What follows belongs to an exercise in optimizing a design on an open flow for small area, a short achievable clock period and few clock cycles; a production flow would make more cautious choices. The RTL was checked by simulation tests, not by an equivalence proof against the original design. The flow treats the clock pin as an ideal source. Dropping or thinning the clock tree relies on that and would not hold on a real chip. Power and IR drop assume default switching activity.

Design hcid_decoder, start of the top module:
module hcid_decoder (
    input  wire         clk,
    input  wire         rst,
    input  wire         in_valid,
    output wire         in_ready,
    input  wire [7:0]   in_char,
    output wire         out_valid,
    input  wire         out_ready,
    output wire [23:0]  out_prefix,      
    output wire [319:0] out_cw,          
    output wire [39:0]  out_bera,        
    output reg  [5:0]   out_count,       
    output reg          out_case_lost,   
    output reg          out_eof          
);
Settings: LEC_CHECK=0, CAP_MARGIN=20, CORE_MARGIN=2, CORE_UTILIZATION=60, SLEW_MARGIN=20; clock period 18.0 ns.
standard.sh (not shown) runs the stock make flow with config.mk's settings and CLKGATE_MAP_FILE= SYNTH_SCRIPT=/design/flow/synth_recipe.tcl, a recipe that flattens the netlist after the stock synthesis.
==> flow/flow/run.sh <==
#!/bin/bash
# Own layout flow: the standard ORFS flow (standard.sh, unchanged
# synthesis, floorplan, power grid, placement, routing), with three
# changes to how the layout is made:
#  - the port buffers that global placement inserts on every input and
#    output are sky130_fd_sc_hd__buf_1 instead of the cell buffer_ports
#    picks by itself (a 10 um2 delay buffer);
#  - clock tree synthesis clusters up to 30 flip-flops per clkbuf_16 leaf
#    buffer and inserts no dummy loads;
#  - after clock tree synthesis, flow/flat_clock.tcl takes out the tree's
#    middle level and splits the leaf clock buffers by position over four
#    root buffers driven by the clock port, so every flip-flop gets its
#    clock through two buffers (a root and a leaf);
set -euo pipefail
export BUFFER_PORTS_ARGS="-buffer_cell sky130_fd_sc_hd__buf_2"
export CTS_ARGS="-sink_clustering_enable -repair_clock_nets -sink_clustering_size 30 -sink_clustering_max_diameter 100 -buf_list sky130_fd_sc_hd__clkbuf_16 -dont_use_dummy_load"
export SETUP_SLACK_MARGIN=13.2
export POST_CTS_TCL="$PWD/flow/flat_clock.tcl"
bash standard.sh BUFFER_PORTS_ARGS="$BUFFER_PORTS_ARGS" CTS_ARGS="$CTS_ARGS" SETUP_SLACK_MARGIN="$SETUP_SLACK_MARGIN" POST_CTS_TCL="$POST_CTS_TCL" finish > orfs_flow.log 2>&1
==> flow/flow/flat_clock.tcl <==
# POST_CTS hook: reshape the clock tree into two levels. Every clock buffer
# driven by the root buffer hands its loads to the root buffer's net and is
# removed, so the leaf buffers hang directly off the root; then the leaf
# buffers are split by position into four groups and each group gets a root
# buffer of its own, all driven by the clock port (4 port loads).
# Every flip-flop sees the same two buffers between it and the clock port.
set block [ord::get_db_block]
set clk_net [$block findNet clk]
set root ""
foreach it [$clk_net getITerms] {
  if {[[$it getMTerm] getName] eq "A"} { set root [$it getInst] }
}
if {$root eq ""} { error "flat_clock: no root clock buffer" }
set root_net [[$root findITerm X] getNet]
puts "flat_clock: root [$root getName] drives [$root_net getName]"
set removed 0
foreach it [$root_net getITerms] {
  set inst [$it getInst]
  if {$inst eq $root} continue
  set master [[$inst getMaster] getName]
  if {![string match "sky130_fd_sc_hd__clkbuf_*" $master]} continue
  set onet [[$inst findITerm X] getNet]
  foreach lt [$onet getITerms] {
    if {[$lt getInst] eq $inst} continue
    $lt disconnect
    $lt connect $root_net
  }
  $it disconnect
  [$inst findITerm X] disconnect
  odb::dbInst_destroy $inst
  odb::dbNet_destroy $onet
  incr removed
}
puts "flat_clock: removed $removed middle-level clock buffers"

# split the leaves into four groups: halves by x, then each half by y
set loads {}
foreach it [$root_net getITerms] {
  if {[$it getInst] eq $root} continue
  set loc [[$it getInst] getLocation]
  lappend loads [list [lindex $loc 0] [lindex $loc 1] $it]
}
proc halves {g idx} {
  set g [lsort -integer -index $idx $g]
  set h [expr {[llength $g] / 2}]
  return [list [lrange $g 0 [expr {$h - 1}]] [lrange $g $h end]]
}
proc centroid {g} {
  set sx 0; set sy 0
  foreach e $g { set sx [expr {$sx + [lindex $e 0]}]; set sy [expr {$sy + [lindex $e 1]}] }
  return [list [expr {$sx / [llength $g]}] [expr {$sy / [llength $g]}]]
}
set groups {}
foreach hx [halves $loads 0] {
  foreach hy [halves $hx 1] { lappend groups $hy }
}
set master [$root getMaster]
set k 0
foreach g $groups {
  if {$k == 0} {
    set buf $root
  } else {
    set buf [odb::dbInst_create $block $master "clkbuf_0_${k}_clk"]
    set net [odb::dbNet_create $block "clknet_0_${k}_clk"]
    $net setSigType CLOCK
    [$buf findITerm A] connect $clk_net
    [$buf findITerm X] connect $net
    foreach e $g {
      set it [lindex $e 2]
      $it disconnect
      $it connect $net
    }
  }
  set c [centroid $g]
  $buf setLocation [lindex $c 0] [lindex $c 1]
  $buf setPlacementStatus PLACED
  puts "flat_clock: [llength $g] leaves on [$buf getName]"
  incr k
}
detailed_placement
check_placement -verbose
estimate_parasitics -placement
report_clock_skew
Testbench counts at the start, summed over its fixed seeds: cycles 75,624.
Then changed:
--- a/flow/flow/run.sh
+++ b/flow/flow/run.sh
@@ -11,3 +11 @@
-#    middle level and splits the leaf clock buffers by position over four
-#    root buffers driven by the clock port, so every flip-flop gets its
-#    clock through two buffers (a root and a leaf);
+#    middle level, so the leaf clock buffers hang directly off the root;
@@ -15 +13 @@
-export BUFFER_PORTS_ARGS="-buffer_cell sky130_fd_sc_hd__buf_2"
+export BUFFER_PORTS_ARGS="-buffer_cell sky130_fd_sc_hd__buf_1"
==> flow/flow/flat_clock.tcl (replaced) <==
# POST_CTS hook: take out the clock tree's middle level. Every clock buffer
# driven by the root buffer hands its loads to the root buffer's net and is
# removed, so the leaf buffers hang directly off the root: one buffer less
# between the clock port and every flip-flop (the same for all of them).
set block [ord::get_db_block]
set clk_net [$block findNet clk]
set root ""
foreach it [$clk_net getITerms] {
  if {[$it isInputSignal] || [[$it getMTerm] getName] eq "A"} {
    set root [$it getInst]
  }
}
if {$root eq ""} { error "flat_clock: no root clock buffer" }
set root_net [[$root findITerm X] getNet]
puts "flat_clock: root [$root getName] drives [$root_net getName]"
set removed 0
foreach it [$root_net getITerms] {
  set inst [$it getInst]
  if {$inst eq $root} continue
  set master [[$inst getMaster] getName]
  if {![string match "sky130_fd_sc_hd__clkbuf_*" $master]} continue
  set onet [[$inst findITerm X] getNet]
  foreach lt [$onet getITerms] {
    if {[$lt getInst] eq $inst} continue
    $lt disconnect
    $lt connect $root_net
  }
  $it disconnect
  [$inst findITerm X] disconnect
  odb::dbInst_destroy $inst
  odb::dbNet_destroy $onet
  incr removed
}
puts "flat_clock: removed $removed middle-level clock buffers"
estimate_parasitics -placement
report_clock_skew
The changed run passed the timing, DRC and antenna checks.
Register-to-register slack gains 200 ps.
Clock skew shrinks by 31 ps.
First-iteration DRC count goes up by a little under a tenth.
Worst setup slack loses 110 ps.
Then changed:
==> flow/flow/run.sh (replaced) <==
#!/bin/bash
set -euo pipefail
export BUFFER_PORTS_ARGS="-buffer_cell sky130_fd_sc_hd__buf_1"
export CTS_ARGS="-sink_clustering_enable -repair_clock_nets -sink_clustering_size 30 -sink_clustering_max_diameter 100 -buf_list sky130_fd_sc_hd__clkbuf_16 -dont_use_dummy_load"
export SETUP_SLACK_MARGIN=13.2
bash standard.sh BUFFER_PORTS_ARGS="$BUFFER_PORTS_ARGS" CTS_ARGS="$CTS_ARGS" SETUP_SLACK_MARGIN="$SETUP_SLACK_MARGIN" finish > orfs_flow.log 2>&1
--- a/flow/config.mk
+++ b/flow/config.mk
@@ -7,0 +8 @@
+export ABC_AREA = 1
removed: flow/flow/flat_clock.tcl
Outcome: Die area is higher by 1.1%. Wire length went up by 8.0%. Sequential cell count is unchanged. Via count rose by 3.7%. Setup slack degrades by 72 ps. Fmax falls by 1.5%. Area after synthesis increases by 1.2%. Worst hold slack improved by 16 ps. Total power rose by 2.1%. Global-route usage rises by 0.75 points. Final cell count is higher by 7.6%.
Then changed:
--- a/flow/flow/run.sh
+++ b/flow/flow/run.sh
@@ -5 +5 @@
-export SETUP_SLACK_MARGIN=13.2
+export SETUP_SLACK_MARGIN=13.3
--- a/flow/config.mk
+++ b/flow/config.mk
@@ -8 +7,0 @@
-export ABC_AREA = 1
Result: First-iteration DRC count is higher by a few percent. Wire length is higher by a few percent. Cell count is higher by a few percent. Maximum frequency is higher slightly. Area after synthesis is lower slightly. Non-clock buffer count is higher by 207.

==> what the ideal ports hide <==
Ports are ideal in the flow. The routed layouts listed here were re-timed in OpenROAD. Step 1: set_driving_cell puts a clkbuf_16 on clk and a buf_2 on each other input, an assumption about the parent block. Step 2 also shifts input and output timing later by t, the mid clock arrival at the registers, as if the neighbouring blocks saw the same clock. Three values: ideal, step 1, step 2; two values: the first two.
run	shift t [ns]	setup slack, ns	worst setup path at the end	pins driven straight from the clock port
the first run	0.400	13.391 / 13.289 / 13.512	register to register	4
the second run	0.504	13.283 / 13.235 / 13.660	input to register	1
the third run	0.544	13.211 / 13.161 / 13.646	input to register	1
the fourth run	0.543	13.248 / 13.197 / 13.653	input to register	1
After both steps every run listed still meets setup and hold.
